Background: an optimization exercise with open tools, aiming at small area, a short achievable clock period and few clock cycles. Do not read the settings as production practice. Function was checked by simulation only, so behaviour that the tests miss may differ from the original.

==> design/flow/design.v <==
module wb_estimator (
    input  wire        clk,
    input  wire        rst,
    input  wire        start,
    input  wire [15:0] cfg_width,
    input  wire [15:0] cfg_height,
    input  wire [15:0] cfg_n,        
    input  wire [15:0] cfg_m,        
    input  wire [31:0] cfg_seed,
    output wire        busy,
    output reg         req_valid,
    input  wire        req_ready,
    output reg  [15:0] req_x,
    output reg  [15:0] req_y,
    input  wire        rsp_valid,
    input  wire [9:0]  rsp_r,
    input  wire [9:0]  rsp_g,
    input  wire [9:0]  rsp_b,
    output reg         done,
    output reg  [1:0]  status,       
    output reg  [31:0] gain_r,
    output reg  [31:0] gain_g,
    output reg  [31:0] gain_b,
    output wire [31:0] seed_out
);
    localparam ST_OK       = 2'd0;
    localparam ST_GUARDED  = 2'd1;
    localparam ST_REJECTED = 2'd2;
    localparam P_RUN  = 2'd0;        
    localparam P_SQ   = 2'd1;        
    localparam P_SQRT = 2'd2;        
    localparam P_DIV  = 2'd3;        
    reg         busy_i;              
    reg         busy_o;              
    assign busy = busy_o;
    wire        finish;              
    reg         gen_on;              
    reg         v_val;               
    reg         acc;                 
    reg         last;                
    reg         first;               
    reg         sk_valid;            
    reg  [14:0] sk_x, sk_y;          
    wire        adv  = !sk_valid;    
    wire        ofree = !req_valid || req_ready;
    reg  [1:0]  phase;
    reg  [4:0]  step;
    wire        step_end_sq = step == 5'd25;
    wire        step_end_dv = step == 5'd16;
    reg  [15:0] dim_x, dim_y;        
    reg  [15:0] n_cfg;
    wire        cfg_rej  = dim_x[15:2] == 14'd0 && dim_x[1:0] != 2'd3 ||
                           dim_y[15:2] == 14'd0 && dim_y[1:0] != 2'd3;
    wire        cfg_zero = n_cfg == 16'd0 || gm == 16'd0;
    wire        cfg_bad  = first && (cfg_rej || cfg_zero);
    wire        go      = !busy_i && start;
    function [15:0] dec16(input [15:0] x);   
        integer i;
        reg b;
        begin
            b = 1'b1;
            for (i = 0; i < 16; i = i + 1) begin
                dec16[i] = x[i] ^ b;
                b = b & ~x[i];
            end
        end
    endfunction
    function [25:0] acc26(input [25:0] t, input [9:0] m);   
        integer i;
        reg c;
        begin
            c = 1'b0;
            for (i = 0; i < 10; i = i + 1) begin
                acc26[i] = t[i] ^ m[i] ^ c;
                c = t[i] & m[i] | c & (t[i] ^ m[i]);
            end
            for (i = 10; i < 26; i = i + 1) begin
                acc26[i] = t[i] ^ c;
                c = c & t[i];
            end
        end
    endfunction
    reg  [31:0] seed;
    reg  [31:0] seed_o;              
    assign seed_out = seed_o;
    wire [30:0] seed1;               
    wire [31:0] seed2;               
    wb_lcg2 u_lcg (.s(seed), .seed1(seed1), .seed2(seed2));
    reg  [15:0] gn, gm;              
    localparam [14:0] CUTS = 15'b001_0101_0100_1000;
    localparam NP = 5;               
    reg  [NP-1:0] pv;                
    wire [30*NP-1:0] cutq;           
    reg  [30*NP-1:0] fin_next;       
    wire        fin_mode;            
    wire        fin_en;
    function integer cut_index(input integer j);
        integer i;
        begin
            cut_index = 0;
            for (i = 0; i < j; i = i + 1) if (CUTS[i]) cut_index = cut_index + 1;
        end
    endfunction
    reg  [14:0] vx, vy;
    wire [14:0] hzx, hzy;
    wire [14:0] wx [0:15];
    wire [14:0] wy [0:15];
    assign wx[0] = vx;
    assign wy[0] = vy;
    genvar j;
    generate
        for (j = 0; j < 15; j = j + 1) begin : g_mod
            assign hzx[j] = dim_x[15:j+1] == 0;
            assign hzy[j] = dim_y[15:j+1] == 0;
            wire [j:0]   tx = wx[j][14:14-j];
            wire [j:0]   ty = wy[j][14:14-j];
            wire [j+1:0] dx = {1'b0, tx} - {1'b0, dim_x[j:0]};
            wire [j+1:0] dy = {1'b0, ty} - {1'b0, dim_y[j:0]};
            wire         gx = hzx[j] && !dx[j+1];
            wire         gy = hzy[j] && !dy[j+1];
            wire [14:0]  ox, oy;
            if (j == 14) begin : g_last
                assign ox = gx ? dx[j:0] : tx;
                assign oy = gy ? dy[j:0] : ty;
            end else begin : g_mid
                assign ox = {gx ? dx[j:0] : tx, wx[j][13-j:0]};
                assign oy = {gy ? dy[j:0] : ty, wy[j][13-j:0]};
            end
            if (CUTS[j]) begin : g_cut
                localparam integer CI = cut_index(j);
                reg [14:0] rx, ry;
                always @(posedge clk)
                    if (fin_mode) begin
                        if (fin_en) begin
                            rx <= fin_next[30*CI +: 15];
                            ry <= fin_next[30*CI+15 +: 15];
                        end
                    end else if (adv) begin
                        rx <= ox;
                        ry <= oy;
                    end
                assign cutq[30*CI +: 15]    = rx;
                assign cutq[30*CI+15 +: 15] = ry;
                assign wx[j+1] = rx;
                assign wy[j+1] = ry;
            end else begin : g_pass
                assign wx[j+1] = ox;
                assign wy[j+1] = oy;
            end
        end
    endgenerate
    reg  [15:0] rn, rm;              
    reg         rfirst;              
    reg  [9:0]  mx_r, mx_g, mx_b;
    reg  [25:0] tot_r, tot_g, tot_b;
    reg         rv;
    reg  [9:0]  rr, rg, rb;
    always @(posedge clk) begin
        rr <= rsp_r;
        rg <= rsp_g;
        rb <= rsp_b;
    end
    wire [9:0]  cur_r = (rfirst || rr > mx_r) ? rr : mx_r;
    wire [9:0]  cur_g = (rfirst || rg > mx_g) ? rg : mx_g;
    wire [9:0]  cur_b = (rfirst || rb > mx_b) ? rb : mx_b;
    wire        rsp_end = rn == 16'd1;
    wire [25:0] nt_r = acc26(tot_r, mx_r);
    wire [25:0] nt_g = acc26(tot_g, mx_g);
    wire [25:0] nt_b = acc26(tot_b, mx_b);
    wire [53:0] sreg = cutq[53:0];     
    wire [28:0] sr   = cutq[88:60];    
    wire [25:0] tq   = cutq[115:90];   
    wire        sat_r = cutq[116], sat_g = cutq[117], sat_b = cutq[118];
    wire [25:0] rem_r = cutq[145:120];
    reg         m0_r, m0_g, m0_b;   
    wire [25:0] sq_a = m0_r ? tot_r : 26'd0;
    wire [25:0] sq_b = m0_g ? tot_g : 26'd0;
    wire [25:0] sq_c = m0_b ? tot_b : 26'd0;
    wire [27:0] sq_p  = sreg[53:26];
    wire [27:0] sq_s1 = sq_p ^ {2'd0, sq_a} ^ {2'd0, sq_b};
    wire [28:0] sq_c1 = {sq_p & {2'd0, sq_a} | sq_p & {2'd0, sq_b} | {2'd0, sq_a & sq_b}, 1'b0};
    wire [28:0] sq_s2 = {1'b0, sq_s1} ^ sq_c1 ^ {3'd0, sq_c};
    wire [28:0] sq_c2 = {sq_s1[27:0] & sq_c1[27:0] | sq_s1[27:0] & {2'd0, sq_c} | sq_c1[27:0] & {2'd0, sq_c}, 1'b0};
    wire [28:0] sq_sum;
    wire        sq_co;
    wb_add #(29) u_sq (.a(sq_s2), .b(sq_c2), .ci(1'b0), .s(sq_sum), .co(sq_co));
    wire [53:0] sq_next = {sq_sum, sreg[25:1]};
    wire [30:0] rt_cur = {sr, sreg[51:50]};
    wire [32:0] rt_x   = {2'b00, rt_cur};
    wire [32:0] rt_y   = ~{5'd0, tq, 2'b11};
    wire [32:0] rt_z   = ~{4'd0, tq, 3'b000};
    wire [32:0] rt_s   = rt_x ^ rt_y ^ rt_z;
    wire [32:0] rt_c   = {rt_x[31:0] & rt_y[31:0] | rt_x[31:0] & rt_z[31:0] | rt_y[31:0] & rt_z[31:0], 1'b1};
    wire [32:0] rt_dif;
    wire        rt_co;
    wb_add #(33) u_rt (.a(rt_s), .b(rt_c), .ci(1'b1), .s(rt_dif), .co(rt_co));
    wire        rt_ge  = !rt_dif[32];
    wire [25:0] t_fin  = {tq[24:0], rt_ge};
    wire [25:0] rem_g = {gm[9:0], gn};
    wire [25:0] rem_b = {rm[9:0], rn};
    wire        dbit = tq[0];          
    wire [26:0] dr_r = {rem_r, dbit};
    wire [26:0] dr_g = {rem_g, dbit};
    wire [26:0] dr_b = {rem_b, dbit};
    wire        div_on = busy_i && (phase == P_SQRT && step != 5'd0 || phase == P_DIV);
    wire        sat_on = phase == P_SQRT && step != 5'd0 && step <= 5'd10;
    wire [26:0] df_r, df_g, df_b;
    wire        q_r, q_g, q_b;       
    wb_add #(27) u_dr (.a(dr_r), .b(~{1'b0, tot_r}), .ci(1'b1), .s(df_r), .co(q_r));
    wb_add #(27) u_dg (.a(dr_g), .b(~{1'b0, tot_g}), .ci(1'b1), .s(df_g), .co(q_g));
    wb_add #(27) u_db (.a(dr_b), .b(~{1'b0, tot_b}), .ci(1'b1), .s(df_b), .co(q_b));
    wire [25:0] nr_r = q_r ? df_r[25:0] : dr_r[25:0];
    wire [25:0] nr_g = q_g ? df_g[25:0] : dr_g[25:0];
    wire [25:0] nr_b = q_b ? df_b[25:0] : dr_b[25:0];
    wire        any_zero = tot_r == 26'd0 || tot_g == 26'd0 || tot_b == 26'd0;
    wire        sq0_zero = busy_i && phase == P_SQ && step == 5'd0 && any_zero;
    wire        run_end  = phase == P_RUN && acc && last;
    assign fin_mode = phase != P_RUN || run_end;
    assign fin_en   = busy_i;
    always @(*) begin
        fin_next = cutq;
        case (phase)
            P_RUN: fin_next[53:0] = 54'd0;
            P_SQ: begin
                fin_next[53:0] = sq_next;
                if (step_end_sq) begin
                    fin_next[88:60]   = {27'd0, sq_next[53:52]};
                    fin_next[115:90]  = 26'd0;
                    fin_next[118:116] = 3'd0;
                    fin_next[145:120] = 26'd0;
                end
            end
            P_SQRT: begin
                fin_next[53:0]   = sreg << 2;
                fin_next[88:60]  = rt_ge ? rt_dif[28:0] : rt_cur[28:0];
                fin_next[115:90] = t_fin;
                if (step != 5'd0) fin_next[145:120] = nr_r;
                if (sat_on) fin_next[118:116] = {sat_b | q_b, sat_g | q_g, sat_r | q_r};
            end
            default: begin  
                fin_next[115:90]  = tq << 1;
                fin_next[145:120] = nr_r;
            end
        endcase
    end
    assign finish = cfg_bad || sq0_zero || busy_i && phase == P_DIV && step_end_dv;
    always @(posedge clk) begin
        if (rst) begin
            busy_i    <= 1'b0;
            rv        <= 1'b0;
            busy_o    <= 1'b0;
            done      <= 1'b0;
            req_valid <= 1'b0;
            sk_valid  <= 1'b0;
            gen_on    <= 1'b0;
            v_val     <= 1'b0;
            pv        <= {NP{1'b0}};
            acc       <= 1'b0;
            last      <= 1'b0;
            first     <= 1'b0;
        end else begin
            done  <= 1'b0;
            first <= go;
            busy_i <= (go || busy_i) && !finish;
            if (go) begin
                busy_o <= 1'b1;
                gen_on <= 1'b1;
            end
            if (finish) begin
                busy_o <= 1'b0;
                done <= 1'b1;
            end
            if (ofree) begin
                req_valid <= sk_valid || pv[NP-1];
                sk_valid  <= 1'b0;
            end else if (!sk_valid && pv[NP-1]) begin
                sk_valid  <= 1'b1;
            end
            if (adv) begin
                pv        <= {pv[NP-2:0], v_val};
                v_val     <= gen_on && !cfg_bad;
                if (gen_on && gn == 16'd1 && gm == 16'd1) gen_on <= 1'b0;
            end
            if (cfg_bad) begin
                gen_on    <= 1'b0;
            end
            rv  <= rsp_valid;
            acc <= rv && rsp_end;
            if (rv && rsp_end && rm == 16'd1) last <= 1'b1;
            if (run_end) last <= 1'b0;
        end
    end
    always @(posedge clk) begin
        if (!busy_i) begin
            seed_o   <= cfg_seed;
            dim_x    <= cfg_width;
            dim_y    <= cfg_height;
            n_cfg    <= cfg_n;
            gn       <= cfg_n;
            gm       <= cfg_m;
            rn       <= cfg_n;
            rm       <= cfg_m;
            seed     <= cfg_seed;
            rfirst   <= 1'b1;
        end
        if (first) begin
            dim_x <= {dec16({1'b0, dim_x[15:1]}), dim_x[0]};
            dim_y <= {dec16({1'b0, dim_y[15:1]}), dim_y[0]};
        end
        if (ofree) begin
            req_x <= {1'b0, sk_valid ? sk_x : wx[15]} + 16'd1;
            req_y <= {1'b0, sk_valid ? sk_y : wy[15]} + 16'd1;
        end else if (!sk_valid) begin
            sk_x <= wx[15];
            sk_y <= wy[15];
        end
        if (adv) begin
            if (gen_on) begin
                vx     <= seed1[30:16];
                vy     <= seed2[30:16];
                seed   <= seed2;
                if (!cfg_bad) seed_o <= seed2;
                if (gn == 16'd1) begin
                    gn <= n_cfg;
                    gm <= dec16(gm);
                end else begin
                    gn <= dec16(gn);
                end
            end
        end
        if (busy_i && phase == P_SQ && step_end_sq) begin
            gn <= 16'd0;
            gm <= 16'd0;
            rn <= 16'd0;
            rm <= 16'd0;
        end
        if (div_on) begin
            {gm[9:0], gn} <= nr_g;
            {rm[9:0], rn} <= nr_b;
        end
        if (rv) begin
            mx_r <= cur_r;
            mx_g <= cur_g;
            mx_b <= cur_b;
            rfirst <= rsp_end;
            if (rsp_end) begin
                rn <= n_cfg;
                rm <= dec16(rm);
            end else begin
                rn <= dec16(rn);
            end
        end
    end
    always @(posedge clk) begin
        if (!busy_i) begin
            phase <= P_RUN;
            tot_r <= 26'd0;
            tot_g <= 26'd0;
            tot_b <= 26'd0;
        end
        if (first) begin
            if (cfg_rej) begin
                status <= ST_REJECTED;
                gain_r <= 32'd0;
                gain_g <= 32'd0;
                gain_b <= 32'd0;
            end else begin
                status <= ST_GUARDED;
                gain_r <= 32'd65536;
                gain_g <= 32'd65536;
                gain_b <= 32'd65536;
            end
        end
        if (busy_i) case (phase)
            P_RUN: begin
                if (acc) begin
                    tot_r <= nt_r;
                    tot_g <= nt_g;
                    tot_b <= nt_b;
                end
                if (run_end) begin
                    phase  <= P_SQ;
                    step   <= 5'd0;
                    gain_r <= {6'd0, nt_r};
                    gain_g <= {6'd0, nt_g};
                    gain_b <= {6'd0, nt_b};
                    m0_r   <= nt_r[0];
                    m0_g   <= nt_g[0];
                    m0_b   <= nt_b[0];
                end
            end
            P_SQ: begin
                gain_r <= gain_r >> 1;
                gain_g <= gain_g >> 1;
                gain_b <= gain_b >> 1;
                m0_r   <= gain_r[1];
                m0_g   <= gain_g[1];
                m0_b   <= gain_b[1];
                step   <= step + 5'd1;
                if (step_end_sq) begin
                    phase <= P_SQRT;
                    step  <= 5'd0;
                end
                if (sq0_zero) begin
                    gain_r <= 32'd65536;
                    gain_g <= 32'd65536;
                    gain_b <= 32'd65536;
                end
            end
            P_SQRT: begin
                if (step != 5'd0) begin
                    gain_r <= {gain_r[30:0], q_r | sat_r};
                    gain_g <= {gain_g[30:0], q_g | sat_g};
                    gain_b <= {gain_b[30:0], q_b | sat_b};
                end
                step <= step + 5'd1;
                if (step_end_sq) begin
                    phase <= P_DIV;
                    step  <= 5'd0;
                end
            end
            P_DIV: begin
                gain_r <= {gain_r[30:0], q_r | sat_r};
                gain_g <= {gain_g[30:0], q_g | sat_g};
                gain_b <= {gain_b[30:0], q_b | sat_b};
                step   <= step + 5'd1;
                if (step_end_dv) status <= ST_OK;
            end
        endcase
    end
endmodule
module wb_add #(parameter W = 32) (input [W-1:0] a, input [W-1:0] b, input ci, output [W-1:0] s, output co);
    function integer lg2(input integer n);   
        integer k;
        begin
            lg2 = 0;
            for (k = 1; k < n; k = k * 2) lg2 = lg2 + 1;
        end
    endfunction
    localparam L = lg2(W + 1);
    wire [W:0] g0, p0;
    assign g0[0] = ci; assign p0[0] = 1'b0;
    assign g0[W:1] = a & b; assign p0[W:1] = a ^ b;
    wire [W:0] g [0:2*L];
    wire [W:0] p [0:2*L];
    assign g[0] = g0; assign p[0] = p0;
    genvar l, i;
    generate
        for (l = 0; l < L; l = l + 1) begin : up
            for (i = 0; i <= W; i = i + 1) begin : b
                if (((i + 1) % (2 << l)) == 0) begin : n
                    assign g[l+1][i] = g[l][i] | p[l][i] & g[l][i - (1 << l)];
                    assign p[l+1][i] = p[l][i] & p[l][i - (1 << l)];
                end else begin : w
                    assign g[l+1][i] = g[l][i]; assign p[l+1][i] = p[l][i];
                end
            end
        end
        for (l = L - 1; l >= 1; l = l - 1) begin : dn
            for (i = 0; i <= W; i = i + 1) begin : b
                if (((i + 1) % (1 << l)) == (1 << (l - 1)) && i >= (1 << l)) begin : n
                    assign g[2*L-l][i] = g[2*L-l-1][i] | p[2*L-l-1][i] & g[2*L-l-1][i - (1 << (l - 1))];
                    assign p[2*L-l][i] = p[2*L-l-1][i] & p[2*L-l-1][i - (1 << (l - 1))];
                end else begin : w
                    assign g[2*L-l][i] = g[2*L-l-1][i]; assign p[2*L-l][i] = p[2*L-l-1][i];
                end
            end
        end
    endgenerate
    wire [W:0] gc = g[2*L-1];    
    assign s = p0[W:1] ^ gc[W-1:0];
    assign co = gc[W];
endmodule
module wb_lcg2 (
    input  wire [31:0] s,
    output wire [30:0] seed1,    
    output wire [31:0] seed2     
);
    wire [31:0] m7 = {s[28:0], 3'd0} - s;
    wire hs1 = s[19] ^ ~s[17];
    wire hc2 = s[19] & ~s[17];
    wire hs3 = s[20] ^ ~s[18];
    wire hc4 = s[20] & ~s[18];
    wire hs5 = s[21] ^ ~s[19];
    wire hc6 = s[21] & ~s[19];
    wire hs7 = s[22] ^ ~s[20];
    wire hc8 = s[22] & ~s[20];
    wire hs9 = s[23] ^ ~s[21];
    wire hc10 = s[23] & ~s[21];
    wire hs11 = s[24] ^ ~s[22];
    wire hc12 = s[24] & ~s[22];
    wire fs13 = s[25] ^ ~s[23] ^ s[0];
    wire fc14 = s[25] & ~s[23] | s[0] & (s[25] ^ ~s[23]);
    wire fs15 = s[26] ^ ~s[24] ^ s[1];
    wire fc16 = s[26] & ~s[24] | s[1] & (s[26] ^ ~s[24]);
    wire fs17 = s[27] ^ ~s[25] ^ s[2];
    wire fc18 = s[27] & ~s[25] | s[2] & (s[27] ^ ~s[25]);
    wire fs19 = s[28] ^ ~s[26] ^ s[3];
    wire fc20 = s[28] & ~s[26] | s[3] & (s[28] ^ ~s[26]);
    wire fs21 = s[29] ^ ~s[27] ^ s[4];
    wire fc22 = s[29] & ~s[27] | s[4] & (s[29] ^ ~s[27]);
    wire fs23 = s[30] ^ ~s[28] ^ s[5];
    wire fc24 = s[30] & ~s[28] | s[5] & (s[30] ^ ~s[28]);
    wire hs25 = s[0] ^ m7[26];
    wire hc26 = s[0] & m7[26];
    wire hs27 = s[12] ^ ~s[10];
    wire hc28 = s[12] & ~s[10];
    wire fs29 = s[13] ^ ~s[11] ^ 1'b1;
    wire fc30 = s[13] & ~s[11] | 1'b1 & (s[13] ^ ~s[11]);
    wire fs31 = s[14] ^ ~s[12] ^ 1'b1;
    wire fc32 = s[14] & ~s[12] | 1'b1 & (s[14] ^ ~s[12]);
    wire hs33 = m7[10] ^ m7[5];
    wire hc34 = m7[10] & m7[5];
    wire fs35 = s[15] ^ ~s[13] ^ m7[11];
    wire fc36 = s[15] & ~s[13] | m7[11] & (s[15] ^ ~s[13]);
    wire hs37 = m7[6] ^ ~m7[1];
    wire hc38 = m7[6] & ~m7[1];
    wire fs39 = s[16] ^ ~s[14] ^ m7[12];
    wire fc40 = s[16] & ~s[14] | m7[12] & (s[16] ^ ~s[14]);
    wire hs41 = m7[7] ^ ~m7[2];
    wire hc42 = m7[7] & ~m7[2];
    wire fs43 = s[17] ^ ~s[15] ^ m7[13];
    wire fc44 = s[17] & ~s[15] | m7[13] & (s[17] ^ ~s[15]);
    wire hs45 = m7[8] ^ ~m7[3];
    wire hc46 = m7[8] & ~m7[3];
    wire fs47 = s[18] ^ ~s[16] ^ m7[14];
    wire fc48 = s[18] & ~s[16] | m7[14] & (s[18] ^ ~s[16]);
    wire hs49 = m7[9] ^ ~m7[4];
    wire hc50 = m7[9] & ~m7[4];
    wire fs51 = 1'b1 ^ m7[15] ^ m7[10];
    wire fc52 = 1'b1 & m7[15] | m7[10] & (1'b1 ^ m7[15]);
    wire fs53 = ~m7[5] ^ ~m7[0] ^ hs1;
    wire fc54 = ~m7[5] & ~m7[0] | hs1 & (~m7[5] ^ ~m7[0]);
    wire fs55 = m7[16] ^ m7[11] ^ ~m7[6];
    wire fc56 = m7[16] & m7[11] | ~m7[6] & (m7[16] ^ m7[11]);
    wire fs57 = ~m7[1] ^ hs3 ^ hc2;
    wire fc58 = ~m7[1] & hs3 | hc2 & (~m7[1] ^ hs3);
    wire fs59 = m7[17] ^ m7[12] ^ ~m7[7];
    wire fc60 = m7[17] & m7[12] | ~m7[7] & (m7[17] ^ m7[12]);
    wire fs61 = ~m7[2] ^ hs5 ^ hc4;
    wire fc62 = ~m7[2] & hs5 | hc4 & (~m7[2] ^ hs5);
    wire fs63 = m7[18] ^ m7[13] ^ ~m7[8];
    wire fc64 = m7[18] & m7[13] | ~m7[8] & (m7[18] ^ m7[13]);
    wire fs65 = ~m7[3] ^ hs7 ^ hc6;
    wire fc66 = ~m7[3] & hs7 | hc6 & (~m7[3] ^ hs7);
    wire fs67 = m7[19] ^ m7[14] ^ ~m7[9];
    wire fc68 = m7[19] & m7[14] | ~m7[9] & (m7[19] ^ m7[14]);
    wire fs69 = ~m7[4] ^ hs9 ^ hc8;
    wire fc70 = ~m7[4] & hs9 | hc8 & (~m7[4] ^ hs9);
    wire fs71 = m7[20] ^ m7[15] ^ ~m7[10];
    wire fc72 = m7[20] & m7[15] | ~m7[10] & (m7[20] ^ m7[15]);
    wire fs73 = ~m7[5] ^ hs11 ^ hc10;
    wire fc74 = ~m7[5] & hs11 | hc10 & (~m7[5] ^ hs11);
    wire fs75 = m7[21] ^ m7[16] ^ ~m7[11];
    wire fc76 = m7[21] & m7[16] | ~m7[11] & (m7[21] ^ m7[16]);
    wire fs77 = ~m7[6] ^ fs13 ^ hc12;
    wire fc78 = ~m7[6] & fs13 | hc12 & (~m7[6] ^ fs13);
    wire fs79 = m7[22] ^ m7[17] ^ ~m7[12];
    wire fc80 = m7[22] & m7[17] | ~m7[12] & (m7[22] ^ m7[17]);
    wire fs81 = ~m7[7] ^ fs15 ^ fc14;
    wire fc82 = ~m7[7] & fs15 | fc14 & (~m7[7] ^ fs15);
    wire fs83 = m7[23] ^ m7[18] ^ ~m7[13];
    wire fc84 = m7[23] & m7[18] | ~m7[13] & (m7[23] ^ m7[18]);
    wire fs85 = ~m7[8] ^ fs17 ^ fc16;
    wire fc86 = ~m7[8] & fs17 | fc16 & (~m7[8] ^ fs17);
    wire fs87 = m7[24] ^ m7[19] ^ ~m7[14];
    wire fc88 = m7[24] & m7[19] | ~m7[14] & (m7[24] ^ m7[19]);
    wire fs89 = ~m7[9] ^ fs19 ^ fc18;
    wire fc90 = ~m7[9] & fs19 | fc18 & (~m7[9] ^ fs19);
    wire fs91 = m7[25] ^ m7[20] ^ ~m7[15];
    wire fc92 = m7[25] & m7[20] | ~m7[15] & (m7[25] ^ m7[20]);
    wire fs93 = ~m7[10] ^ fs21 ^ fc20;
    wire fc94 = ~m7[10] & fs21 | fc20 & (~m7[10] ^ fs21);
    wire fs95 = m7[21] ^ ~m7[16] ^ ~m7[11];
    wire fc96 = m7[21] & ~m7[16] | ~m7[11] & (m7[21] ^ ~m7[16]);
    wire fs97 = fs23 ^ hs25 ^ fc22;
    wire fc98 = fs23 & hs25 | fc22 & (fs23 ^ hs25);
    wire hs99 = s[4] ^ ~s[2];
    wire hc100 = s[4] & ~s[2];
    wire fs101 = s[5] ^ ~s[3] ^ 1'b1;
    wire fc102 = s[5] & ~s[3] | 1'b1 & (s[5] ^ ~s[3]);
    wire hs103 = s[6] ^ ~s[4];
    wire hc104 = s[6] & ~s[4];
    wire hs105 = s[7] ^ ~s[5];
    wire hc106 = s[7] & ~s[5];
    wire hs107 = s[8] ^ ~s[6];
    wire hc108 = s[8] & ~s[6];
    wire fs109 = s[9] ^ ~s[7] ^ m7[5];
    wire fc110 = s[9] & ~s[7] | m7[5] & (s[9] ^ ~s[7]);
    wire fs111 = s[10] ^ ~s[8] ^ m7[6];
    wire fc112 = s[10] & ~s[8] | m7[6] & (s[10] ^ ~s[8]);
    wire fs113 = s[11] ^ ~s[9] ^ m7[7];
    wire fc114 = s[11] & ~s[9] | m7[7] & (s[11] ^ ~s[9]);
    wire fs115 = 1'b1 ^ m7[8] ^ m7[3];
    wire fc116 = 1'b1 & m7[8] | m7[3] & (1'b1 ^ m7[8]);
    wire fs117 = m7[9] ^ m7[4] ^ fs29;
    wire fc118 = m7[9] & m7[4] | fs29 & (m7[9] ^ m7[4]);
    wire fs119 = ~m7[0] ^ fs31 ^ hs33;
    wire fc120 = ~m7[0] & fs31 | hs33 & (~m7[0] ^ fs31);
    wire fs121 = fs35 ^ hs37 ^ fc32;
    wire fc122 = fs35 & hs37 | fc32 & (fs35 ^ hs37);
    wire fs123 = fs39 ^ hs41 ^ fc36;
    wire fc124 = fs39 & hs41 | fc36 & (fs39 ^ hs41);
    wire fs125 = fs43 ^ hs45 ^ fc40;
    wire fc126 = fs43 & hs45 | fc40 & (fs43 ^ hs45);
    wire fs127 = fs47 ^ hs49 ^ fc44;
    wire fc128 = fs47 & hs49 | fc44 & (fs47 ^ hs49);
    wire fs129 = fs51 ^ fs53 ^ fc48;
    wire fc130 = fs51 & fs53 | fc48 & (fs51 ^ fs53);
    wire fs131 = fs55 ^ fs57 ^ fc52;
    wire fc132 = fs55 & fs57 | fc52 & (fs55 ^ fs57);
    wire fs133 = fs59 ^ fs61 ^ fc56;
    wire fc134 = fs59 & fs61 | fc56 & (fs59 ^ fs61);
    wire fs135 = fs63 ^ fs65 ^ fc60;
    wire fc136 = fs63 & fs65 | fc60 & (fs63 ^ fs65);
    wire fs137 = fs67 ^ fs69 ^ fc64;
    wire fc138 = fs67 & fs69 | fc64 & (fs67 ^ fs69);
    wire fs139 = fs71 ^ fs73 ^ fc68;
    wire fc140 = fs71 & fs73 | fc68 & (fs71 ^ fs73);
    wire fs141 = fs75 ^ fs77 ^ fc72;
    wire fc142 = fs75 & fs77 | fc72 & (fs75 ^ fs77);
    wire fs143 = fs79 ^ fs81 ^ fc76;
    wire fc144 = fs79 & fs81 | fc76 & (fs79 ^ fs81);
    wire fs145 = fs83 ^ fs85 ^ fc80;
    wire fc146 = fs83 & fs85 | fc80 & (fs83 ^ fs85);
    wire fs147 = fs87 ^ fs89 ^ fc84;
    wire fc148 = fs87 & fs89 | fc84 & (fs87 ^ fs89);
    wire fs149 = fs91 ^ fs93 ^ fc88;
    wire fc150 = fs91 & fs93 | fc88 & (fs91 ^ fs93);
    wire fs151 = fs95 ^ fs97 ^ fc92;
    wire fc152 = fs95 & fs97 | fc92 & (fs95 ^ fs97);
    wire hs153 = s[2] ^ ~s[0];
    wire hc154 = s[2] & ~s[0];
    wire fs155 = s[3] ^ ~s[1] ^ 1'b1;
    wire fc156 = s[3] & ~s[1] | 1'b1 & (s[3] ^ ~s[1]);
    wire fs157 = 1'b1 ^ m7[0] ^ hs99;
    wire fc158 = 1'b1 & m7[0] | hs99 & (1'b1 ^ m7[0]);
    wire fs159 = m7[1] ^ fs101 ^ hc100;
    wire fc160 = m7[1] & fs101 | hc100 & (m7[1] ^ fs101);
    wire fs161 = m7[2] ^ hs103 ^ fc102;
    wire fc162 = m7[2] & hs103 | fc102 & (m7[2] ^ hs103);
    wire fs163 = m7[3] ^ hs105 ^ hc104;
    wire fc164 = m7[3] & hs105 | hc104 & (m7[3] ^ hs105);
    wire fs165 = m7[4] ^ hs107 ^ hc106;
    wire fc166 = m7[4] & hs107 | hc106 & (m7[4] ^ hs107);
    wire fs167 = m7[0] ^ fs109 ^ hc108;
    wire fc168 = m7[0] & fs109 | hc108 & (m7[0] ^ fs109);
    wire fs169 = m7[1] ^ fs111 ^ fc110;
    wire fc170 = m7[1] & fs111 | fc110 & (m7[1] ^ fs111);
    wire fs171 = m7[2] ^ fs113 ^ fc112;
    wire fc172 = m7[2] & fs113 | fc112 & (m7[2] ^ fs113);
    wire fs173 = hs27 ^ fs115 ^ fc114;
    wire fc174 = hs27 & fs115 | fc114 & (hs27 ^ fs115);
    wire fs175 = hc28 ^ fs117 ^ fc116;
    wire fc176 = hc28 & fs117 | fc116 & (hc28 ^ fs117);
    wire fs177 = fc30 ^ fs119 ^ fc118;
    wire fc178 = fc30 & fs119 | fc118 & (fc30 ^ fs119);
    wire fs179 = hc34 ^ fs121 ^ fc120;
    wire fc180 = hc34 & fs121 | fc120 & (hc34 ^ fs121);
    wire fs181 = hc38 ^ fs123 ^ fc122;
    wire fc182 = hc38 & fs123 | fc122 & (hc38 ^ fs123);
    wire fs183 = hc42 ^ fs125 ^ fc124;
    wire fc184 = hc42 & fs125 | fc124 & (hc42 ^ fs125);
    wire fs185 = hc46 ^ fs127 ^ fc126;
    wire fc186 = hc46 & fs127 | fc126 & (hc46 ^ fs127);
    wire fs187 = hc50 ^ fs129 ^ fc128;
    wire fc188 = hc50 & fs129 | fc128 & (hc50 ^ fs129);
    wire fs189 = fc54 ^ fs131 ^ fc130;
    wire fc190 = fc54 & fs131 | fc130 & (fc54 ^ fs131);
    wire fs191 = fc58 ^ fs133 ^ fc132;
    wire fc192 = fc58 & fs133 | fc132 & (fc58 ^ fs133);
    wire fs193 = fc62 ^ fs135 ^ fc134;
    wire fc194 = fc62 & fs135 | fc134 & (fc62 ^ fs135);
    wire fs195 = fc66 ^ fs137 ^ fc136;
    wire fc196 = fc66 & fs137 | fc136 & (fc66 ^ fs137);
    wire fs197 = fc70 ^ fs139 ^ fc138;
    wire fc198 = fc70 & fs139 | fc138 & (fc70 ^ fs139);
    wire fs199 = fc74 ^ fs141 ^ fc140;
    wire fc200 = fc74 & fs141 | fc140 & (fc74 ^ fs141);
    wire fs201 = fc78 ^ fs143 ^ fc142;
    wire fc202 = fc78 & fs143 | fc142 & (fc78 ^ fs143);
    wire fs203 = fc82 ^ fs145 ^ fc144;
    wire fc204 = fc82 & fs145 | fc144 & (fc82 ^ fs145);
    wire fs205 = fc86 ^ fs147 ^ fc146;
    wire fc206 = fc86 & fs147 | fc146 & (fc86 ^ fs147);
    wire fs207 = fc90 ^ fs149 ^ fc148;
    wire fc208 = fc90 & fs149 | fc148 & (fc90 ^ fs149);
    wire fs209 = fc94 ^ fs151 ^ fc150;
    wire fc210 = fc94 & fs151 | fc150 & (fc94 ^ fs151);
    wire [30:0] seed1_a = {fs209 , fs207 , fs205 , fs203 , fs201 , fs199 , fs197 , fs195 , fs193 , fs191 , fs189 , fs187 , fs185 , fs183 , fs181 , fs179 , fs177 , fs175 , fs173 , fs171 , fs169 , fs167 , fs165 , fs163 , fs161 , fs159 , fs157 , fs155 , 1'b1 , s[1] , s[0]};
    wire [30:0] seed1_b = {fc208 , fc206 , fc204 , fc202 , fc200 , fc198 , fc196 , fc194 , fc192 , fc190 , fc188 , fc186 , fc184 , fc182 , fc180 , fc178 , fc176 , fc174 , fc172 , fc170 , fc168 , fc166 , fc164 , fc162 , fc160 , fc158 , fc156 , hc154 , hs153 , 1'b0 , 1'b1};
    assign seed1 = seed1_a + seed1_b;
    wire hs211 = ~s[9] ^ s[3];
    wire hc212 = ~s[9] & s[3];
    wire fs213 = ~s[10] ^ s[4] ^ s[2];
    wire fc214 = ~s[10] & s[4] | s[2] & (~s[10] ^ s[4]);
    wire fs215 = ~s[11] ^ s[5] ^ s[3];
    wire fc216 = ~s[11] & s[5] | s[3] & (~s[11] ^ s[5]);
    wire fs217 = ~s[12] ^ s[6] ^ s[4];
    wire fc218 = ~s[12] & s[6] | s[4] & (~s[12] ^ s[6]);
    wire hs219 = 1'b1 ^ ~m7[21];
    wire hc220 = 1'b1 & ~m7[21];
    wire fs221 = ~s[13] ^ s[7] ^ s[5];
    wire fc222 = ~s[13] & s[7] | s[5] & (~s[13] ^ s[7]);
    wire fs223 = 1'b1 ^ ~m7[22] ^ m7[18];
    wire fc224 = 1'b1 & ~m7[22] | m7[18] & (1'b1 ^ ~m7[22]);
    wire fs225 = ~s[14] ^ s[8] ^ s[6];
    wire fc226 = ~s[14] & s[8] | s[6] & (~s[14] ^ s[8]);
    wire fs227 = 1'b1 ^ ~m7[23] ^ m7[19];
    wire fc228 = 1'b1 & ~m7[23] | m7[19] & (1'b1 ^ ~m7[23]);
    wire hs229 = m7[13] ^ ~m7[2];
    wire hc230 = m7[13] & ~m7[2];
    wire fs231 = ~s[15] ^ s[9] ^ s[7];
    wire fc232 = ~s[15] & s[9] | s[7] & (~s[15] ^ s[9]);
    wire fs233 = 1'b1 ^ ~m7[24] ^ m7[20];
    wire fc234 = 1'b1 & ~m7[24] | m7[20] & (1'b1 ^ ~m7[24]);
    wire fs235 = m7[14] ^ ~m7[3] ^ m7[1];
    wire fc236 = m7[14] & ~m7[3] | m7[1] & (m7[14] ^ ~m7[3]);
    wire fs237 = ~s[16] ^ s[10] ^ s[8];
    wire fc238 = ~s[16] & s[10] | s[8] & (~s[16] ^ s[10]);
    wire fs239 = 1'b1 ^ ~m7[25] ^ m7[21];
    wire fc240 = 1'b1 & ~m7[25] | m7[21] & (1'b1 ^ ~m7[25]);
    wire fs241 = m7[15] ^ ~m7[4] ^ m7[2];
    wire fc242 = m7[15] & ~m7[4] | m7[2] & (m7[15] ^ ~m7[4]);
    wire fs243 = ~s[17] ^ s[11] ^ s[9];
    wire fc244 = ~s[17] & s[11] | s[9] & (~s[17] ^ s[11]);
    wire fs245 = ~m7[26] ^ m7[22] ^ m7[16];
    wire fc246 = ~m7[26] & m7[22] | m7[16] & (~m7[26] ^ m7[22]);
    wire hs247 = ~m7[5] ^ m7[3];
    wire hc248 = ~m7[5] & m7[3];
    wire fs249 = ~s[18] ^ s[12] ^ s[10];
    wire fc250 = ~s[18] & s[12] | s[10] & (~s[18] ^ s[12]);
    wire fs251 = ~m7[27] ^ m7[23] ^ m7[17];
    wire fc252 = ~m7[27] & m7[23] | m7[17] & (~m7[27] ^ m7[23]);
    wire hs253 = ~m7[6] ^ m7[4];
    wire hc254 = ~m7[6] & m7[4];
    wire fs255 = ~s[19] ^ s[13] ^ s[11];
    wire fc256 = ~s[19] & s[13] | s[11] & (~s[19] ^ s[13]);
    wire fs257 = 1'b1 ^ ~m7[28] ^ m7[24];
    wire fc258 = 1'b1 & ~m7[28] | m7[24] & (1'b1 ^ ~m7[28]);
    wire fs259 = m7[18] ^ ~m7[7] ^ m7[5];
    wire fc260 = m7[18] & ~m7[7] | m7[5] & (m7[18] ^ ~m7[7]);
    wire fs261 = ~s[20] ^ s[14] ^ s[12];
    wire fc262 = ~s[20] & s[14] | s[12] & (~s[20] ^ s[14]);
    wire fs263 = ~m7[29] ^ m7[25] ^ m7[19];
    wire fc264 = ~m7[29] & m7[25] | m7[19] & (~m7[29] ^ m7[25]);
    wire hs265 = ~m7[8] ^ m7[6];
    wire hc266 = ~m7[8] & m7[6];
    wire fs267 = ~s[21] ^ s[15] ^ s[13];
    wire fc268 = ~s[21] & s[15] | s[13] & (~s[21] ^ s[15]);
    wire fs269 = ~s[0] ^ ~m7[30] ^ m7[26];
    wire fc270 = ~s[0] & ~m7[30] | m7[26] & (~s[0] ^ ~m7[30]);
    wire fs271 = m7[20] ^ ~m7[9] ^ m7[7];
    wire fc272 = m7[20] & ~m7[9] | m7[7] & (m7[20] ^ ~m7[9]);
    wire fs273 = ~s[22] ^ s[16] ^ s[14];
    wire fc274 = ~s[22] & s[16] | s[14] & (~s[22] ^ s[16]);
    wire fs275 = ~s[1] ^ ~m7[31] ^ m7[27];
    wire fc276 = ~s[1] & ~m7[31] | m7[27] & (~s[1] ^ ~m7[31]);
    wire fs277 = m7[21] ^ ~m7[10] ^ m7[8];
    wire fc278 = m7[21] & ~m7[10] | m7[8] & (m7[21] ^ ~m7[10]);
    wire hs279 = ~s[2] ^ 1'b1;
    wire hc280 = ~s[2] & 1'b1;
    wire fs281 = ~s[3] ^ 1'b1 ^ ~m7[12];
    wire fc282 = ~s[3] & 1'b1 | ~m7[12] & (~s[3] ^ 1'b1);
    wire hs283 = ~s[4] ^ ~m7[13];
    wire hc284 = ~s[4] & ~m7[13];
    wire hs285 = ~s[5] ^ ~m7[14];
    wire hc286 = ~s[5] & ~m7[14];
    wire fs287 = ~s[6] ^ s[0] ^ ~m7[15];
    wire fc288 = ~s[6] & s[0] | ~m7[15] & (~s[6] ^ s[0]);
    wire fs289 = ~s[7] ^ s[1] ^ ~m7[16];
    wire fc290 = ~s[7] & s[1] | ~m7[16] & (~s[7] ^ s[1]);
    wire fs291 = ~s[8] ^ s[2] ^ s[0];
    wire fc292 = ~s[8] & s[2] | s[0] & (~s[8] ^ s[2]);
    wire hs293 = ~m7[17] ^ m7[13];
    wire hc294 = ~m7[17] & m7[13];
    wire fs295 = s[1] ^ 1'b1 ^ ~m7[18];
    wire fc296 = s[1] & 1'b1 | ~m7[18] & (s[1] ^ 1'b1);
    wire fs297 = m7[14] ^ m7[8] ^ hs211;
    wire fc298 = m7[14] & m7[8] | hs211 & (m7[14] ^ m7[8]);
    wire fs299 = 1'b1 ^ ~m7[19] ^ m7[15];
    wire fc300 = 1'b1 & ~m7[19] | m7[15] & (1'b1 ^ ~m7[19]);
    wire fs301 = m7[9] ^ fs213 ^ hc212;
    wire fc302 = m7[9] & fs213 | hc212 & (m7[9] ^ fs213);
    wire fs303 = 1'b1 ^ ~m7[20] ^ m7[16];
    wire fc304 = 1'b1 & ~m7[20] | m7[16] & (1'b1 ^ ~m7[20]);
    wire fs305 = m7[10] ^ fs215 ^ fc214;
    wire fc306 = m7[10] & fs215 | fc214 & (m7[10] ^ fs215);
    wire fs307 = m7[17] ^ m7[11] ^ ~m7[0];
    wire fc308 = m7[17] & m7[11] | ~m7[0] & (m7[17] ^ m7[11]);
    wire fs309 = fs217 ^ hs219 ^ fc216;
    wire fc310 = fs217 & hs219 | fc216 & (fs217 ^ hs219);
    wire fs311 = m7[12] ^ ~m7[1] ^ fs221;
    wire fc312 = m7[12] & ~m7[1] | fs221 & (m7[12] ^ ~m7[1]);
    wire fs313 = fs223 ^ fc218 ^ hc220;
    wire fc314 = fs223 & fc218 | hc220 & (fs223 ^ fc218);
    wire fs315 = m7[0] ^ fs225 ^ fs227;
    wire fc316 = m7[0] & fs225 | fs227 & (m7[0] ^ fs225);
    wire fs317 = hs229 ^ fc222 ^ fc224;
    wire fc318 = hs229 & fc222 | fc224 & (hs229 ^ fc222);
    wire fs319 = fs231 ^ fs233 ^ fs235;
    wire fc320 = fs231 & fs233 | fs235 & (fs231 ^ fs233);
    wire fs321 = fc226 ^ fc228 ^ hc230;
    wire fc322 = fc226 & fc228 | hc230 & (fc226 ^ fc228);
    wire fs323 = fs237 ^ fs239 ^ fs241;
    wire fc324 = fs237 & fs239 | fs241 & (fs237 ^ fs239);
    wire fs325 = fc232 ^ fc234 ^ fc236;
    wire fc326 = fc232 & fc234 | fc236 & (fc232 ^ fc234);
    wire fs327 = fs243 ^ fs245 ^ hs247;
    wire fc328 = fs243 & fs245 | hs247 & (fs243 ^ fs245);
    wire fs329 = fc238 ^ fc240 ^ fc242;
    wire fc330 = fc238 & fc240 | fc242 & (fc238 ^ fc240);
    wire fs331 = fs249 ^ fs251 ^ hs253;
    wire fc332 = fs249 & fs251 | hs253 & (fs249 ^ fs251);
    wire fs333 = fc244 ^ fc246 ^ hc248;
    wire fc334 = fc244 & fc246 | hc248 & (fc244 ^ fc246);
    wire fs335 = fs255 ^ fs257 ^ fs259;
    wire fc336 = fs255 & fs257 | fs259 & (fs255 ^ fs257);
    wire fs337 = fc250 ^ fc252 ^ hc254;
    wire fc338 = fc250 & fc252 | hc254 & (fc250 ^ fc252);
    wire fs339 = fs261 ^ fs263 ^ hs265;
    wire fc340 = fs261 & fs263 | hs265 & (fs261 ^ fs263);
    wire fs341 = fc256 ^ fc258 ^ fc260;
    wire fc342 = fc256 & fc258 | fc260 & (fc256 ^ fc258);
    wire fs343 = fs267 ^ fs269 ^ fs271;
    wire fc344 = fs267 & fs269 | fs271 & (fs267 ^ fs269);
    wire fs345 = fc262 ^ fc264 ^ hc266;
    wire fc346 = fc262 & fc264 | hc266 & (fc262 ^ fc264);
    wire fs347 = fs273 ^ fs275 ^ fs277;
    wire fc348 = fs273 & fs275 | fs277 & (fs273 ^ fs275);
    wire fs349 = fc268 ^ fc270 ^ fc272;
    wire fc350 = fc268 & fc270 | fc272 & (fc268 ^ fc270);
    wire hs351 = ~s[1] ^ ~m7[10];
    wire hc352 = ~s[1] & ~m7[10];
    wire fs353 = ~m7[11] ^ m7[7] ^ m7[1];
    wire fc354 = ~m7[11] & m7[7] | m7[1] & (~m7[11] ^ m7[7]);
    wire fs355 = m7[8] ^ m7[2] ^ fs281;
    wire fc356 = m7[8] & m7[2] | fs281 & (m7[8] ^ m7[2]);
    wire fs357 = m7[9] ^ m7[3] ^ hs283;
    wire fc358 = m7[9] & m7[3] | hs283 & (m7[9] ^ m7[3]);
    wire fs359 = m7[10] ^ m7[4] ^ hs285;
    wire fc360 = m7[10] & m7[4] | hs285 & (m7[10] ^ m7[4]);
    wire fs361 = m7[11] ^ m7[5] ^ fs287;
    wire fc362 = m7[11] & m7[5] | fs287 & (m7[11] ^ m7[5]);
    wire fs363 = m7[12] ^ m7[6] ^ fs289;
    wire fc364 = m7[12] & m7[6] | fs289 & (m7[12] ^ m7[6]);
    wire fs365 = m7[7] ^ fs291 ^ hs293;
    wire fc366 = m7[7] & fs291 | hs293 & (m7[7] ^ fs291);
    wire fs367 = fs295 ^ fs297 ^ fc292;
    wire fc368 = fs295 & fs297 | fc292 & (fs295 ^ fs297);
    wire fs369 = fs299 ^ fs301 ^ fc296;
    wire fc370 = fs299 & fs301 | fc296 & (fs299 ^ fs301);
    wire fs371 = fs303 ^ fs305 ^ fc300;
    wire fc372 = fs303 & fs305 | fc300 & (fs303 ^ fs305);
    wire fs373 = fs307 ^ fs309 ^ fc304;
    wire fc374 = fs307 & fs309 | fc304 & (fs307 ^ fs309);
    wire fs375 = fs311 ^ fs313 ^ fc308;
    wire fc376 = fs311 & fs313 | fc308 & (fs311 ^ fs313);
    wire fs377 = fs315 ^ fs317 ^ fc312;
    wire fc378 = fs315 & fs317 | fc312 & (fs315 ^ fs317);
    wire fs379 = fs319 ^ fs321 ^ fc316;
    wire fc380 = fs319 & fs321 | fc316 & (fs319 ^ fs321);
    wire fs381 = fs323 ^ fs325 ^ fc320;
    wire fc382 = fs323 & fs325 | fc320 & (fs323 ^ fs325);
    wire fs383 = fs327 ^ fs329 ^ fc324;
    wire fc384 = fs327 & fs329 | fc324 & (fs327 ^ fs329);
    wire fs385 = fs331 ^ fs333 ^ fc328;
    wire fc386 = fs331 & fs333 | fc328 & (fs331 ^ fs333);
    wire fs387 = fs335 ^ fs337 ^ fc332;
    wire fc388 = fs335 & fs337 | fc332 & (fs335 ^ fs337);
    wire fs389 = fs339 ^ fs341 ^ fc336;
    wire fc390 = fs339 & fs341 | fc336 & (fs339 ^ fs341);
    wire fs391 = fs343 ^ fs345 ^ fc340;
    wire fc392 = fs343 & fs345 | fc340 & (fs343 ^ fs345);
    wire fs393 = fs347 ^ fs349 ^ fc344;
    wire fc394 = fs347 & fs349 | fc344 & (fs347 ^ fs349);
    wire hs395 = 1'b1 ^ ~m7[4];
    wire hc396 = 1'b1 & ~m7[4];
    wire fs397 = 1'b1 ^ ~m7[5] ^ m7[1];
    wire fc398 = 1'b1 & ~m7[5] | m7[1] & (1'b1 ^ ~m7[5]);
    wire fs399 = 1'b1 ^ ~m7[6] ^ m7[2];
    wire fc400 = 1'b1 & ~m7[6] | m7[2] & (1'b1 ^ ~m7[6]);
    wire hs401 = ~m7[7] ^ m7[3];
    wire hc402 = ~m7[7] & m7[3];
    wire hs403 = ~m7[8] ^ m7[4];
    wire hc404 = ~m7[8] & m7[4];
    wire fs405 = ~s[0] ^ ~m7[9] ^ m7[5];
    wire fc406 = ~s[0] & ~m7[9] | m7[5] & (~s[0] ^ ~m7[9]);
    wire fs407 = m7[6] ^ m7[0] ^ hs351;
    wire fc408 = m7[6] & m7[0] | hs351 & (m7[6] ^ m7[0]);
    wire fs409 = hs279 ^ fs353 ^ hc352;
    wire fc410 = hs279 & fs353 | hc352 & (hs279 ^ fs353);
    wire fs411 = hc280 ^ fs355 ^ fc354;
    wire fc412 = hc280 & fs355 | fc354 & (hc280 ^ fs355);
    wire fs413 = fc282 ^ fs357 ^ fc356;
    wire fc414 = fc282 & fs357 | fc356 & (fc282 ^ fs357);
    wire fs415 = hc284 ^ fs359 ^ fc358;
    wire fc416 = hc284 & fs359 | fc358 & (hc284 ^ fs359);
    wire fs417 = hc286 ^ fs361 ^ fc360;
    wire fc418 = hc286 & fs361 | fc360 & (hc286 ^ fs361);
    wire fs419 = fc288 ^ fs363 ^ fc362;
    wire fc420 = fc288 & fs363 | fc362 & (fc288 ^ fs363);
    wire fs421 = fc290 ^ fs365 ^ fc364;
    wire fc422 = fc290 & fs365 | fc364 & (fc290 ^ fs365);
    wire fs423 = hc294 ^ fs367 ^ fc366;
    wire fc424 = hc294 & fs367 | fc366 & (hc294 ^ fs367);
    wire fs425 = fc298 ^ fs369 ^ fc368;
    wire fc426 = fc298 & fs369 | fc368 & (fc298 ^ fs369);
    wire fs427 = fc302 ^ fs371 ^ fc370;
    wire fc428 = fc302 & fs371 | fc370 & (fc302 ^ fs371);
    wire fs429 = fc306 ^ fs373 ^ fc372;
    wire fc430 = fc306 & fs373 | fc372 & (fc306 ^ fs373);
    wire fs431 = fc310 ^ fs375 ^ fc374;
    wire fc432 = fc310 & fs375 | fc374 & (fc310 ^ fs375);
    wire fs433 = fc314 ^ fs377 ^ fc376;
    wire fc434 = fc314 & fs377 | fc376 & (fc314 ^ fs377);
    wire fs435 = fc318 ^ fs379 ^ fc378;
    wire fc436 = fc318 & fs379 | fc378 & (fc318 ^ fs379);
    wire fs437 = fc322 ^ fs381 ^ fc380;
    wire fc438 = fc322 & fs381 | fc380 & (fc322 ^ fs381);
    wire fs439 = fc326 ^ fs383 ^ fc382;
    wire fc440 = fc326 & fs383 | fc382 & (fc326 ^ fs383);
    wire fs441 = fc330 ^ fs385 ^ fc384;
    wire fc442 = fc330 & fs385 | fc384 & (fc330 ^ fs385);
    wire fs443 = fc334 ^ fs387 ^ fc386;
    wire fc444 = fc334 & fs387 | fc386 & (fc334 ^ fs387);
    wire fs445 = fc338 ^ fs389 ^ fc388;
    wire fc446 = fc338 & fs389 | fc388 & (fc338 ^ fs389);
    wire fs447 = fc342 ^ fs391 ^ fc390;
    wire fc448 = fc342 & fs391 | fc390 & (fc342 ^ fs391);
    wire fs449 = fc346 ^ fs393 ^ fc392;
    wire fc450 = fc346 & fs393 | fc392 & (fc346 ^ fs393);
    wire [31:0] seed2_a = {fs449 , fs447 , fs445 , fs443 , fs441 , fs439 , fs437 , fs435 , fs433 , fs431 , fs429 , fs427 , fs425 , fs423 , fs421 , fs419 , fs417 , fs415 , fs413 , fs411 , fs409 , fs407 , fs405 , hs403 , hs401 , fs399 , fs397 , m7[0] , 1'b1 , 1'b1 , 1'b1 , 1'b1};
    wire [31:0] seed2_b = {fc448 , fc446 , fc444 , fc442 , fc440 , fc438 , fc436 , fc434 , fc432 , fc430 , fc428 , fc426 , fc424 , fc422 , fc420 , fc418 , fc416 , fc414 , fc412 , fc410 , fc408 , fc406 , hc404 , hc402 , fc400 , fc398 , hc396 , hs395 , ~m7[3] , ~m7[2] , ~m7[1] , ~m7[0]};
    assign seed2 = seed2_a + seed2_b;
endmodule
==> design/flow/flow/run.sh <==
#!/bin/bash
# The standard layout (the standard flow's config.mk, constraints and synthesis,
# called through standard.sh), with one change: the timing repair that ORFS
# runs after clock-tree synthesis and after global routing aims at a setup
# slack of 22.8 ns on the design's 30 ns clock instead of 0 ns, so that it
# sizes the port buffers and the slowest paths for an achieved period of
# about 7.2 ns. make's full output goes to standard.log; each ORFS step keeps
# its own log under orfs/logs/.
set -euo pipefail
export SETUP_SLACK_MARGIN=22.8
bash standard.sh > standard.log 2>&1
==> design/flow/standard.sh <==
#!/bin/bash
# synth_recipe.tcl (not shown) runs the flow's synth.tcl, then flattens the netlist and writes it again
# the make line also repeats each setting of config.mk as NAME=value (left out here)
make -C /OpenROAD-flow-scripts/flow DESIGN_CONFIG=/design/flow/config.mk WORK_HOME=/design/flow/orfs CLKGATE_MAP_FILE= SYNTH_SCRIPT=/design/flow/synth_recipe.tcl "${@:-finish}"
==> design/flow/config.mk <==
export PLATFORM = sky130hd
export DESIGN_NAME = wb_estimator
export DESIGN_NICKNAME = wb_estimator
export VERILOG_FILES = /design/flow/design.v
export SDC_FILE = /design/flow/constraint.sdc
export NUM_CORES = 4
export LEC_CHECK = 0
export CAP_MARGIN = 20
export CORE_MARGIN = 2
export CORE_UTILIZATION = 60
export SLEW_MARGIN = 20
==> design/flow/constraint.sdc <==
create_clock -name core_clock -period 30.0 [get_ports {clk}]
set_input_delay 6.0000 -clock core_clock [delete_from_list [all_inputs] [get_ports {clk}]]
set_output_delay 6.0000 -clock core_clock [all_outputs]
set_load 0.01 [all_outputs]
==> flow_summary.json, run 1 <==
{
  "yosys.area.top_type": "edfxtp_1",
  "synth_nets": 7879,
  "final_nets": 8157,
  "startpoint": "req_y[1]",
  "place_congestion": 1.02,
  "rsz0062_at_grt": "true",
  "final.min_clock_period_ns": 7.24,
  "io_buffers": 295,
  "n_fill_cell": 8212,
  "synthArstFlopShare_pct": 0,
  "crit_family": "flip-flops",
  "ys_ff_latch": 681,
  "coreArea_mm2": 0.100,
  "place_area_mm2": 0.0653,
  "holdCritStartpoint": "rg[0]",
  "synth_cells": 6709,
  "yosysWarnings": 4,
  "overflow": 0,
  "crit_type": "reg2out",
  "grt_util_all_layers_pct": 37.8,
  "first_pass_iters": 10,
  "fin_skew_ns": 0.0233,
  "worst_path_max_delay_cell": "edfxtp_1",
  "placed_cells": 8180,
  "synth_top_cells_by_count": "inv_1, ha_1, nand2_1",
  "drt_iter0_markers": 5552,
  "ys.flop_type": "edfxtp_1",
  "insertion_delay_ns": 0.68,
  "hold_slack_ns": 0.431,
  "synthTopCellsByArea": "edfxtp_1, ha_1, fa_1",
  "yosys.area.top_type_share_pct": 17.1,
  "grt_pass1_vias": 50832,
  "critical_path_required_ns": 24.00,
  "via_per_inst": 6.26,
  "start_kind": "register",
  "clock-root-buffer": "clkbuf_16",
  "slew_violations": 0,
  "max_stage_delay_ns": 0.41,
  "die_y_um": 322,
  "cp_cell_sequence": "buf_2",
  "syn_to_final_growth_pct": 13.1,
  "timing.rr.start": "seed[0]",
  "seq_area_frac_synth_pct": 28.1,
  "ant_nets": 0,
  "post-route-drc-count": 0,
  "finalNonFillerCells": 8413,
  "cp_data_arrival_time_ns": 1.24,
  "finalHoldViolations": 0,
  "cp_num_buf_inv": 1,
  "setup_tns_ns": 0,
  "clock-sinks": 681,
  "max_slew_margin_pct": 25.4,
  "start_util_pct": 60.6,
  "synthDistinctLibCells": 100,
  "synth_area_mm2": 0.0608,
  "stdcell_area_mm2": 0.0688,
  "fmax_ghz": 0.138,
  "grt_antenna_before_repair": 8,
  "path_max_fanout": 1,
  "routedWlPerCell_um": 23.7,
  "cts_buffer_depth": 3,
  "dpl.hpwl_um": 153000,
  "hold_class": "reg2reg",
  "cts_made_buffers": 80,
  "die_x_um": 322,
  "io_pins": 296,
  "timing.final.crit_share_pct": 24.1,
  "routed_wl_um": 199000,
  "cts_tree": "yes",
  "clk_pin_slew_worst_paths_ns": 0.06,
  "grt_max_degree": 105,
  "cp-end-kind": "output port",
  "ctsHtreeMaxLevel": 3,
  "dieArea_mm2": 0.104,
  "max_cap_viol_count": 0,
  "status": "finished clean",
  "num_rows": 116,
  "drive_gt1_share_pct": 11.7,
  "yosysMostFrequentCell": "inv_1",
  "grt_pass1_wl_um": 301000,
  "cts_hold_buf": 0,
  "synth_edf_count": 346,
  "ff2ff_setup_slack_ns": 23.01,
  "tightestPinTransition_ns": 1.12,
  "setup_viol": 0,
  "dr_total_vias": 52669,
  "synth.avg_cell_area_um2": 9.07
}
==> cell type report <==
cell class	count	area [µm²]	area share [%]
clock buffer	117	2300	3.34
tap	1357	1700	2.47
timing repair buffer	466	3640	5.30
timing repair inverter	1	7.51	0.0109
clock inverter	32	369	0.537
inverter	718	2710	3.95
sequential	681	17400	25.3
multi-input combinational	5039	40600	59.1
antenna	2	5.00	0.00728
==> per-stage QoR <==
| step | worst slack, ns | util (%) |
|---|---|---|
| after floorplan | 22.76 | - |
| after global placement | 21.99 | 65.1 |
| after detailed placement | 21.94 | 65.1 |
| after CTS | 22.65 | 67.9 |
| after global routing | 22.74 | 68.6 |
| final | 22.76 | 68.6 |
==> kinds of logic (layout without fill, tap and decap cells) <==
kind of cell             count (synthesis)  in the layout  synth area share (%)
AO/OA/AOI/OAI                         1824           1824                  19.5
XOR/XNOR                               322            322                  4.66
adder cells (fa/ha/maj)               1039           1039                  25.8
buffers and inverters                  989           1334                  6.15
flip-flops                             681            681                  28.1
multiplexers                           162            162                  2.82
other                                    0              2                     0
AND/OR/NAND/NOR                       1692           1692                  13.0
==> final timing paths <==
| kind | cells after the start | end |
|---|---|---|
| min | 0 | mx_g[0] |
| max | 1 | req_y[1] |
| min reg2reg | 0 | mx_g[0] |
| max reg2reg | 29 | vy[14] |
==> routing by layer <==
metal	global-route usage (%)	wire length, µm	vias up
met5	0	66	-
met4	21.6	13500	4
met3	6.83	16200	616
met2	60.9	91400	2317
met1	47.9	78000	25343
li1	-	-	24389
==> cells in the final DEF (no fill, tap or decap), drive strengths merged, types with 136 or more instances in the layout <==
cell type  instances
dfxtp            335
edfxtp           346
buf              335
a21o             172
ha               682
xor2             136
inv              714
a21oi            490
o21ai            449
fa               357
nand2            564
xnor2            185
nor2             454
==> flip-flops by register name, summed over array words and instances, names as in the netlist, 26 cells and up <==
name / count
seed: 32
g_mod.g_cut.rx: 75
g_mod.g_cut.ry: 75
gain_g: 32
gain_r: 32
seed_o: 32
tot_g: 26
tot_r: 26
tot_b: 26
gain_b: 32
==> what timing repair did <==
action | 4_1_cts | 5_1_grt
gates cloned | 1 | 1
setup buffers | 56 | 23
hold endpoints to repair | 0 | 0
resized for setup | 891 | 123
pin swaps | 1 | 23
setup endpoints to repair | 257 | 159
Testbench counts, summed over its fixed seeds: cycles 25,470.
==> run 2, diff against run 1 <==
--- a/design/flow/design.v
+++ b/design/flow/design.v
@@ -41,6 +41,3 @@
     reg         first;               
-    reg         sk_valid;            
-    reg  [14:0] sk_x, sk_y;          
-    wire        adv  = !sk_valid;    
-    wire        ofree = !req_valid || req_ready;
+    wire        adv = !req_valid || req_ready;   
     reg  [1:0]  phase;
@@ -83,4 +80,3 @@
     reg  [31:0] seed;
-    reg  [31:0] seed_o;              
-    assign seed_out = seed_o;
+    assign seed_out = seed;
     wire [30:0] seed1;               
@@ -253,3 +249,2 @@
             req_valid <= 1'b0;
-            sk_valid  <= 1'b0;
             gen_on    <= 1'b0;
@@ -272,9 +267,4 @@
             end
-            if (ofree) begin
-                req_valid <= sk_valid || pv[NP-1];
-                sk_valid  <= 1'b0;
-            end else if (!sk_valid && pv[NP-1]) begin
-                sk_valid  <= 1'b1;
-            end
             if (adv) begin
+                req_valid <= pv[NP-1];
                 pv        <= {pv[NP-2:0], v_val};
@@ -294,3 +284,2 @@
         if (!busy_i) begin
-            seed_o   <= cfg_seed;
             dim_x    <= cfg_width;
@@ -309,10 +298,5 @@
         end
-        if (ofree) begin
-            req_x <= {1'b0, sk_valid ? sk_x : wx[15]} + 16'd1;
-            req_y <= {1'b0, sk_valid ? sk_y : wy[15]} + 16'd1;
-        end else if (!sk_valid) begin
-            sk_x <= wx[15];
-            sk_y <= wy[15];
-        end
         if (adv) begin
+            req_x <= {1'b0, wx[15]} + 16'd1;
+            req_y <= {1'b0, wy[15]} + 16'd1;
             if (gen_on) begin
@@ -320,4 +304,3 @@
                 vy     <= seed2[30:16];
-                seed   <= seed2;
-                if (!cfg_bad) seed_o <= seed2;
+                if (!cfg_bad) seed <= seed2;
                 if (gn == 16'd1) begin
==> run 2 against run 1 <==
Worst hold slack better by 0.0025 ns. Design area fell by 3.1%. Wire length shrank 5.4%. Clock skew rose by 0.011 ns. Maximum frequency is 1.6% lower. Highest routed layer unchanged.
==> flow_summary.json, run 2 <==
{
  "cts_made_buffers": 75,
  "drt_iter0_markers": 4563,
  "finalNonFillerCells": 8050,
  "wl_met2_um": 87600,
  "n_antenna_cell": 0,
  "max_cap_viol_count": 0,
  "fin_skew_ns": 0.0340,
  "synthDistinctLibCells": 93,
  "routedWlPerCell_um": 23.4,
  "cp_num_buf_inv": 2,
  "io_pins": 296,
  "yosys.area.top_type": "edfxtp_1",
  "n_fill_cell": 7815,
  "crit_type": "reg2out",
  "clk_pin_slew_worst_paths_ns": 0.06,
  "ctsHtreeMaxLevel": 3,
  "clock-sinks": 618,
  "synthTopCellsByArea": "edfxtp_1, ha_1, fa_1",
  "cp_cell_sequence": "buf_12, buf_6",
  "dpl.hpwl_um": 143000,
  "grt_pass1_vias": 48602,
  "grt_antenna_before_repair": 5,
  "cts_hold_buf": 0,
  "synth_edf_count": 316,
  "seqCellArea_mm2": 0.0158,
  "mostFrequentLayoutCell": "inv_1",
  "path_max_fanout": 2,
  "finalHoldViolations": 0,
  "ys.flop_type": "edfxtp_1",
  "seq_area_frac_synth_pct": 26.6,
  "status": "finished clean",
  "drt-met1-wl_um": 76300,
  "topRoutingLayerUsed": "met5",
  "multi_input_area_mm2": 0.0399,
  "cp_data_arrival_time_ns": 1.36,
  "synth_area_mm2": 0.0585,
  "max_stage_delay_ns": 0.43,
  "die_y_um": 316,
  "ys_ff_latch": 618,
  "synthArstFlopShare_pct": 0,
  "dr_total_vias": 50005,
  "via_per_inst": 6.21,
  "ant_nets": 0,
  "grt_util_all_layers_pct": 37.3,
  "yosysMostFrequentCell": "inv_1",
  "crit_family": "flip-flops",
  "first_pass_iters": 9,
  "placed_cells": 7795,
  "start_kind": "register",
  "cts_buffer_depth": 3,
  "fmax_ghz": 0.136,
  "synth_cells": 6372,
  "die_x_um": 316,
  "max_slew_margin_pct": 16.8,
  "synth.avg_cell_area_um2": 9.18,
  "setup_tns_ns": 0,
  "dieArea_mm2": 0.100,
  "synth_top_cells_by_count": "inv_1, ha_1, nand2_1",
  "yosys.area.top_type_share_pct": 16.2,
  "insertion_delay_ns": 0.66,
  "hold_class": "reg2reg",
  "post-route-drc-count": 0,
  "clock-root-buffer": "clkbuf_16",
  "overflow": 0,
  "critical_path_required_ns": 24.00,
  "grt_max_degree": 101,
  "layout_common_cells": "inv_1, ha_1, nand2_1, o21ai_0, a21oi_1",
  "cts_tree": "yes",
  "worst_path_max_delay_cell": "edfxtp_1",
  "setup_viol": 0,
  "synth_nets": 7542,
  "cp-end-kind": "output port",
  "reg.largest.list": "g_mod.g_cut.rx (75), g_mod.g_cut.ry (75)",
  "final.min_clock_period_ns": 7.36,
  "route.met3.wl_um": 13900,
  "place_congestion": 0.986,
  "worst_slack_ns": 22.64,
  "yosysWarnings": 4,
  "slew_violations": 0,
  "rsz0062_at_grt": "true",
  "dp_worst_setup_slack_ns": 20.96,
  "timing.final.crit_share_pct": 24.5,
  "routed_wl_um": 188000,
  "grt_pass1_wl_um": 286000,
  "syn_to_final_growth_pct": 13.9,
  "io_buffers": 295,
  "drive_gt1_share_pct": 12.4,
  "final_nets": 7882,
  "start_util_pct": 60.5,
  "num_rows": 114,
  "coreArea_mm2": 0.0967,
  "tightestPinTransition_ns": 1.23
}
-- run 2: timing repair --
action                                  in CTS  in global routing
endpoints found under the setup margin     401                217
resized for setup                          894                 92
setup buffers                               88                 18
gates cloned                                 9                  1
pin swaps                                    6                 11
-- run 2: worst paths after layout --
check | startpoint | endpoint | slack, ns | cells after the start
worst max-delay path | seed[0] | seed_out[0] | 22.64 | 2
worst min-delay path | rr[0] | mx_r[0] | 0.43 | 0
worst min register to register | rr[0] | mx_r[0] | 0.43 | 0
worst max register to register | seed[0] | seed[30] | 22.92 | 26
-- run 2: cell type report --
type / count / area share (%)
flip-flops and latches: 618 / 23.8
clock inverters: 29 / 0.413
clock buffers: 110 / 3.42
well taps: 1276 / 2.40
multi-input cells: 4807 / 60.0
inverters: 719 / 4.14
repair inverters: 3 / 0.0601
repair buffers: 488 / 5.84
-- run 2: through the flow --
stage	area [µm²]	hold slack, ns	utilization, %
6_report	66600	0.434	68.9
5_1_grt	66600	0.436	68.9
4_1_cts	66200	0.433	68.4
3_5_place_dp	63000	0.419	65.1
3_3_place_gp	63000	0.416	65.1
2_1_floorplan	58600	0.408	-
-- run 2: kinds of logic after synthesis --
kind of cell | after synthesis | synth area share [%]
flip-flops | 618 | 26.6
AO/OA/AOI/OAI | 1615 | 18.1
buffers and inverters | 950 | 6.15
XOR/XNOR | 330 | 4.99
AND/OR/NAND/NOR | 1551 | 12.6
adder cells (fa/ha/maj) | 1039 | 26.8
multiplexers | 269 | 4.81
-- run 2: worst register-to-register path, cell delays in order (launching register included) --
cell	delay [ns]
edfxtp_1	0.43
buf_12	0.17
buf_4	0.17
ha_4	0.17
or3_1	0.32
or2_2	0.33
o2111ai_1	0.18
a21oi_2	0.14
a21o_1	0.20
a21o_1	0.21
xor2_2	0.39
inv_1	0.14
fa_1	0.55
inv_1	0.08
fa_1	0.53
inv_1	0.06
fa_1	0.47
ha_1	0.40
and3_1	0.28
nand4_1	0.14
a211oi_1	0.36
a211oi_2	0.19
nor3_1	0.24
o221ai_1	0.21
o221a_2	0.30
xnor2_1	0.14
o21a_1	0.17
-- run 2: layer usage --
layer / vias up / global-route usage [%]
met4: 2 / 18.6
met5: - / 0
met2: 2026 / 61.1
met3: 447 / 5.63
li1: 23439 / -
met1: 24091 / 48.2
Testbench counts of run 2, summed over its fixed seeds: cycles 25,470.

[static timing again, ports no longer ideal]
The results above use ideal ports. As a check the final layouts listed here were re-extracted and re-timed, cells and wires unchanged.
Step 1 (the two cells are an assumption about what drives the block):
set clk [get_ports {clk}]
set_driving_cell -lib_cell sky130_fd_sc_hd__clkbuf_16 $clk
set_driving_cell -lib_cell sky130_fd_sc_hd__buf_2 [delete_from_list [all_inputs] $clk]
Step 2 times the ports against the registers' clock, not the clock port: input delays grow and output delays shrink by t, the midpoint of the rising clock arrivals with the driver on.
a / b / c = ideal ports / drivers / drivers and shift; a / b = the first two.
run	t, ns	slack for setup (ns)	worst setup path after step 2	latest minus earliest clock arrival (ns)
run 1	0.739	22.757 / 22.682 / 22.343	input to register	0.024 / 0.024
run 2	0.717	22.639 / 22.564 / 22.429	input to register	0.035 / 0.034
After both steps every run listed still meets setup and hold. For run 1, which loses most, drivers alone change the setup slack by -0.075 ns; drivers and shift together by -0.414 ns.
